What follows belongs to an exercise in optimizing a design on an open flow for small area, a short achievable clock period and few clock cycles per item; a production flow would make more cautious choices.
The RTL was checked by simulation tests, not by an equivalence proof against the original design.
Power figures rest on the tool's default switching activity, not on a simulated workload.

rev 12:
==> module rctc_divk, before the edit <==
module rctc_divk #(parameter K = 4) (
    input  wire [15:0] c,
    input  wire [15:0] r_in,
    input  wire [23:0] xq_in,
    output reg  [15:0] r_out,
    output reg  [23:0] xq_out
);
    integer i;
    reg [17:0] t;
    reg        b;
    always @* begin
        r_out  = r_in;
        xq_out = xq_in;
        for (i = 0; i < K; i = i + 1) begin
            b = xq_out[23];
            t = {1'b0, r_out, b} - {2'b00, c};
            xq_out = {xq_out[22:0], ~t[17]};
            r_out  = t[17] ? {r_out[14:0], b} : t[15:0];
        end
    end
endmodule
export LEC_CHECK = 0
export CAP_MARGIN = 20
export CORE_MARGIN = 2
export CORE_UTILIZATION = 55
export PLACE_DENSITY = 0.7
export SLEW_MARGIN = 20
create_clock -name core_clock -period 90.0 [get_ports {clk}]
standard.sh (not shown) runs the stock make flow with config.mk's settings and CLKGATE_MAP_FILE= SYNTH_SCRIPT=/design/flow/synth_recipe.tcl, a recipe that flattens the netlist after the stock synthesis.
==> flow/flow/run.sh <==
#!/bin/bash
# The standard layout (the standard.sh, unchanged synthesis); the port buffers that the
# standard flow inserts at global placement use sky130_fd_sc_hd__buf_1, and ORFS's timing
# repair is asked to leave setup slack of at least SETUP_SLACK_MARGIN ns at the design's
# clock period, so that it works on the paths that set the achieved period.
set -e
export BUFFER_PORTS_ARGS="-buffer_cell sky130_fd_sc_hd__buf_1"
export SETUP_SLACK_MARGIN=70.8
bash standard.sh > standard.log 2>&1
Testbench counts of rev 12, summed over its fixed seeds: cycles 30,797, items 24,000.
For rev 13, these inputs were changed with respect to rev 12:
diff --git a/flow/design.v b/flow/design.v
--- a/flow/design.v
+++ b/flow/design.v
@@ -195,23 +195,48 @@
     input  wire [15:0] c,
     input  wire [15:0] r_in,
     input  wire [23:0] xq_in,
     output reg  [15:0] r_out,
     output reg  [23:0] xq_out
 );
+    function [16:0] bk;
+        input [16:0] g_in, p_in;
+        reg   [16:0] G, P;
+        integer d, i;
+        begin
+            G = g_in; P = p_in;
+            for (d = 1; d < 17; d = d * 2)
+                for (i = 2 * d - 1; i < 17; i = i + 2 * d) begin
+                    G[i] = G[i] | (P[i] & G[i - d]);
+                    P[i] = P[i] & P[i - d];
+                end
+            for (d = 8; d >= 1; d = d / 2)
+                for (i = 3 * d - 1; i < 17; i = i + 2 * d) begin
+                    G[i] = G[i] | (P[i] & G[i - d]);
+                    P[i] = P[i] & P[i - d];
+                end
+            bk = G;
+        end
+    endfunction
     integer i;
-    reg [17:0] t;
     reg        b;
+    reg [16:0] u, nc, g, p, cy, s;
     always @* begin
         r_out  = r_in;
         xq_out = xq_in;
         for (i = 0; i < K; i = i + 1) begin
-            b = xq_out[23];
-            t = {1'b0, r_out, b} - {2'b00, c};
-            xq_out = {xq_out[22:0], ~t[17]};
-            r_out  = t[17] ? {r_out[14:0], b} : t[15:0];
+            b  = xq_out[23];
+            u  = {r_out, b};
+            nc = {1'b1, ~c};
+            p  = u ^ nc;
+            g  = u & nc;
+            g[0] = g[0] | p[0];                  
+            cy = bk(g, p);
+            s  = p ^ {cy[15:0], 1'b1};
+            xq_out = {xq_out[22:0], cy[16]};      
+            r_out  = cy[16] ? s[15:0] : u[15:0];
         end
     end
 endmodule
 module rctc_x255 (
     input  wire [15:0] x,
     output wire [23:0] y
Findings:
- Rev 13 vs. rev 12: minimum clock period went up 0.058 ns; via count of the first global-routing pass went up 4.5%; per-cell via count in the routed design went up about 3.2%; cell internal power dissipation went up 7.1%.
- Relative to rev 12, rev 13 degrades total net switching power.
- Per the comparison of rev 13 with rev 12, final design area excluding fillers flat; proportion of power drawn by combinational gates saw an increase.
- Diff rev 12 -> rev 13 | count of inverters other than clock inverters in the layout | increase of 14
- Rev 13 against rev 12: total power draw moved up, top achievable clock speed moved down, iteration-0 DRC count of the detailed router moved down, global-route wire length before repair moved up.
- Area of placed instances (lower): rev 13
- In the reports for rev 12 and rev 13, the smaller total routing usage reported by global routing belongs to rev 12.
Testbench counts of rev 13, summed over its fixed seeds: cycles 30,797, items 24,000.


== v5 ==
tcs_rctc again, from the RTL that the note above started with.
==> module tcs_rctc, before the edit <==
module tcs_rctc (
    input  wire        clk,
    input  wire        rst,
    input  wire        in_valid,
    output wire        in_ready,
    input  wire [4:0]  op,
    input  wire [63:0] a,
    input  wire [3:0]  len,
    output reg         out_valid,
    input  wire        out_ready,
    output wire [79:0] res,
    output reg         err,
    output reg  [2:0]  err_code
);
    localparam K = 4;
    reg        v1;
    reg [4:0]  op1;
    reg [63:0] a1;
    reg        lt4_1, lt8_1;
    reg        vs;
    reg [4:0]  ops;
    reg [63:0] as;
    reg        lt4_s, lt8_s;
    reg        dv;           
    reg [2:0]  rem;          
    reg        rdy;
    reg [72:0] r2;
    assign in_ready = rdy;
    assign res = {7'd0, r2};
    wire lt4_in = (len < 4'd4);
    wire lt8_in = (len < 4'd8);
    wire [72:0] e_res;
    wire        e_err;
    wire [2:0]  e_code;
    rctc_eval u_eval (
        .op(op1), .a(a1), .len_lt4(lt4_1), .len_lt8(lt8_1),
        .res(e_res), .err(e_err), .err_code(e_code)
    );
    wire [19:0] ms1     = a1[19:0];
    wire        wt      = (op1 == 5'd4);
    wire        wt_long = wt && (dv || ((ms1 > 20'd61440) && (ms1 < 20'd737280)));
    wire        is_div  = ((op1 == 5'd17) && (a1[15:0] != 16'd0)) || wt_long;
    wire [15:0] c  = wt ? 16'd2880 : a1[15:0];
    wire [23:0] m0, x1, x2;
    rctc_x255 u_x0 (.x(a1[31:16]), .y(m0));    
    rctc_x255 u_x1 (.x(a1[47:32]), .y(x1));
    rctc_x255 u_x2 (.x(a1[63:48]), .y(x2));
    wire [23:0] x0 = wt ? {4'd0, ms1} : m0;
    wire sel8  = wt || ((a1[31:16] <= a1[15:0]) && (a1[47:32] <= a1[15:0]) && (a1[63:48] <= a1[15:0]));
    wire sel12 = (a1[15:12] != 4'd0);
    wire sel16 = (a1[15:8] != 8'd0);
    function [39:0] init;    
        input [23:0] x;
        input        s8, s12, s16;
        begin
            if (s8)       init = {x[23:8], x[7:0], 16'd0};
            else if (s12) init = {4'd0, x[23:12], x[11:0], 12'd0};
            else if (s16) init = {8'd0, x[23:16], x[15:0], 8'd0};
            else          init = {16'd0, x};
        end
    endfunction
    wire [39:0] i0 = init(x0, sel8, sel12, sel16);
    wire [39:0] i1 = init(x1, sel8, sel12, sel16);
    wire [39:0] i2 = init(x2, sel8, sel12, sel16);
    wire [15:0] dr0 = dv ? a1[31:16] : i0[39:24];
    wire [15:0] dr1 = dv ? a1[47:32] : i1[39:24];
    wire [15:0] dr2 = dv ? a1[63:48] : i2[39:24];
    wire [23:0] dq0 = dv ? r2[23:0]  : i0[23:0];
    wire [23:0] dq1 = dv ? r2[47:24] : i1[23:0];
    wire [23:0] dq2 = dv ? r2[71:48] : i2[23:0];
    wire [15:0] nr0, nr1, nr2;
    wire [23:0] nq0, nq1, nq2;
    rctc_divk #(.K(K)) u_d0 (.c(c), .r_in(dr0), .xq_in(dq0), .r_out(nr0), .xq_out(nq0));
    rctc_divk #(.K(K)) u_d1 (.c(c), .r_in(dr1), .xq_in(dq1), .r_out(nr1), .xq_out(nq1));
    rctc_divk #(.K(K)) u_d2 (.c(c), .r_in(dr2), .xq_in(dq2), .r_out(nr2), .xq_out(nq2));
    wire last    = dv && (rem == 3'd1);                  
    wire busy    = v1 && is_div && !last;                
    wire done1   = v1 && !busy;                          
    wire s2_free = !out_valid || out_ready;
    wire adv     = done1 && s2_free;                     
    wire s1_free = !v1 || (done1 && !out_valid) || (done1 && out_ready);
    wire s1_ch_en = !v1 || (is_div && dv) || !out_valid || out_ready;
    wire acc     = in_valid && rdy && !rst;
    wire vs_next = vs ? !s1_free : (acc && !s1_free);
    always @(posedge clk) begin
        if (rst) begin
            v1  <= 1'b0;
            vs  <= 1'b0;
            rdy <= 1'b1;
            out_valid <= 1'b0;
        end else begin
            v1  <= !s1_free || vs || acc;
            vs  <= vs_next;
            rdy <= !vs_next;
            out_valid <= adv || (out_valid && !out_ready);
        end
    end
    always @(posedge clk) begin
        if (!vs) begin
            ops <= op; as <= a; lt4_s <= lt4_in; lt8_s <= lt8_in;
        end
    end
    wire [4:0]  op_n  = vs ? ops : op;
    wire [63:0] a_n   = vs ? as : a;
    wire        lt4_n = vs ? lt4_s : lt4_in;
    wire        lt8_n = vs ? lt8_s : lt8_in;
    always @(posedge clk) begin
        if (s1_free) begin
            op1 <= op_n; a1[15:0] <= a_n[15:0]; lt4_1 <= lt4_n; lt8_1 <= lt8_n;
        end
    end
    always @(posedge clk) begin
        if (s1_ch_en) begin
            if (busy) begin
                a1[31:16] <= nr0;
                a1[47:32] <= nr1;
                a1[63:48] <= nr2;
            end else begin
                a1[63:16] <= a_n[63:16];
            end
        end
    end
    always @(posedge clk) begin
        if (s1_free) begin
            dv <= 1'b0;
        end else if (v1 && is_div && s2_free) begin
            dv <= 1'b1;
            if (!dv) rem <= sel8 ? 3'd1 : sel12 ? 3'd2 : sel16 ? 3'd3 : 3'd5;
            else     rem <= rem - 3'd1;
        end
    end
    always @(posedge clk) begin
        if (s2_free) begin
            if (is_div && wt && last) begin
                r2       <= {64'd0, 1'b1, 8'd0 - nq0[7:0]};    
                err      <= 1'b0;
                err_code <= 3'd0;
            end else if (is_div) begin
                r2       <= {1'b0, nq2, nq1, nq0};
                err      <= 1'b0;
                err_code <= 3'd0;
            end else begin
                r2       <= e_res;
                err      <= e_err;
                err_code <= e_code;
            end
        end
    end
endmodule
==> flow/config.mk <==
export PLATFORM = sky130hd
export DESIGN_NAME = tcs_rctc
export DESIGN_NICKNAME = tcs_rctc
export VERILOG_FILES = /design/flow/design.v
export SDC_FILE = /design/flow/constraint.sdc
export NUM_CORES = 4
export LEC_CHECK = 0
export CAP_MARGIN = 20
export CORE_MARGIN = 2
export CORE_UTILIZATION = 55
export PLACE_DENSITY = 0.7
export SLEW_MARGIN = 20
==> flow/constraint.sdc <==
create_clock -name core_clock -period 90.0 [get_ports {clk}]
set_input_delay 18.0000 -clock core_clock [delete_from_list [all_inputs] [get_ports {clk}]]
set_output_delay 18.0000 -clock core_clock [all_outputs]
set_load 0.01 [all_outputs]
==> flow/flow/run.sh <==
#!/bin/bash
# The standard layout (the standard.sh, unchanged synthesis); the port buffers that the
# standard flow inserts at global placement use sky130_fd_sc_hd__buf_1.
set -e
export BUFFER_PORTS_ARGS="-buffer_cell sky130_fd_sc_hd__buf_1"
bash standard.sh > standard.log 2>&1
v5 finished all stages; the layout is clean.
Testbench counts of v5, summed over its fixed seeds: cycles 30,797, items 24,000.
[inputs] v16 vs v5
-- flow/design.v --
<<< v5, line 268
    wire [23:0] x0 = wt ? {4'd0, ms1} : m0;
    wire sel8  = wt || ((a1[31:16] <= a1[15:0]) && (a1[47:32] <= a1[15:0]) && (a1[63:48] <= a1[15:0]));
    wire sel12 = (a1[15:12] != 4'd0);
    wire sel16 = (a1[15:8] != 8'd0);
    function [39:0] init;    
        input [23:0] x;
        input        s8, s12, s16;
        begin
            if (s8)       init = {x[23:8], x[7:0], 16'd0};
            else if (s12) init = {4'd0, x[23:12], x[11:0], 12'd0};
            else if (s16) init = {8'd0, x[23:16], x[15:0], 8'd0};
            else          init = {16'd0, x};
        end
    endfunction
    wire [39:0] i0 = init(x0, sel8, sel12, sel16);
    wire [39:0] i1 = init(x1, sel8, sel12, sel16);
    wire [39:0] i2 = init(x2, sel8, sel12, sel16);
    wire [15:0] dr0 = dv ? a1[31:16] : i0[39:24];
    wire [15:0] dr1 = dv ? a1[47:32] : i1[39:24];
>>> v16, line 268
    wire [23:0] x0 = wt ? {4'd0, ms1} : m0;
    wire sel8  = wt || ((a1[31:16] <= a1[15:0]) && (a1[47:32] <= a1[15:0]) && (a1[63:48] <= a1[15:0]));
    wire sel16 = (a1[15:8] != 8'd0);
    function [39:0] init;    
        input [23:0] x;
        input        s8, s16;
        begin
            if (s8)       init = {x[23:8], x[7:0], 16'd0};
            else if (s16) init = {8'd0, x[23:16], x[15:0], 8'd0};
            else          init = {16'd0, x};
        end
    endfunction
    wire [39:0] i0 = init(x0, sel8, sel16);
    wire [39:0] i1 = init(x1, sel8, sel16);
    wire [39:0] i2 = init(x2, sel8, sel16);
    wire [15:0] dr0 = dv ? a1[31:16] : i0[39:24];
    wire [15:0] dr1 = dv ? a1[47:32] : i1[39:24];
<<< v5, line 346
        end else if (v1 && is_div && s2_free) begin
            dv <= 1'b1;
            if (!dv) rem <= sel8 ? 3'd1 : sel12 ? 3'd2 : sel16 ? 3'd3 : 3'd5;
            else     rem <= rem - 3'd1;
        end
>>> v16, line 344
        end else if (v1 && is_div && s2_free) begin
            dv <= 1'b1;
            if (!dv) rem <= sel8 ? 3'd1 : (sel16 ? 3'd3 : 3'd5);
            else     rem <= rem - 3'd1;
        end
==> run notes <==
Going from v5 to v16, combinational-cell power consumption shrank by more than 10%. Wire length per cell went down slightly going from v5 to v16. Per the comparison of v16 with v5, post-route met1 wirelength fell by about 6%; smallest hold slack now sits at about the same level; post-synthesis cell area -1.5%; number of global-route vias before repair now sits lower; relative area change from synthesis to final layout lost 0.46 points. Fraction of final layout cells sized beyond drive strength 1 across v5 and v16: no real change. Compared with v5, in v16 area share of buffers outside the clock network decreased 0.33 points, clock-buffer cell count decreased 5.
Testbench counts of v16, summed over its fixed seeds: cycles 32,073, items 24,000.

-- afterwards: timing with drivers on the ports --
How much do the figures lean on ideal ports? The routed layouts below were timed once more, with nothing changed but the port constraints.
Step 1, drivers: a clkbuf_16 drives clk and a buf_2 each remaining input, both assumed.
Step 2, shift: input delay + t, output delay - t, t = (earliest + latest rising clock arrival at the registers) / 2. This alone moves slack from input paths to output paths.
Slacks: no drivers / after step 1 / after step 2; pairs: no drivers / after step 1.
| run | shift t [ns] | setup slack, ns | slew at the worst register clock pin (ns) | worst slew at a driven data input, ns |
|---|---|---|---|---|
| rev 12 | 0.638 | 70.733 / 70.670 / 70.389 | 0.08 / 0.08 | 0.05 |
| rev 13 | 0.674 | 70.674 / 70.609 / 70.196 | 0.07 / 0.07 | 0.10 |
| v5 | 0.657 | 69.982 / 70.023 / 69.367 | 0.07 / 0.07 | 0.06 |
| v16 | 0.642 | 70.674 / 70.613 / 70.204 | 0.07 / 0.07 | 0.05 |
After both steps every run listed still meets setup and hold. The setup slack of v5, which loses most, moves by +0.041 ns with the drivers and by -0.615 ns with both steps.
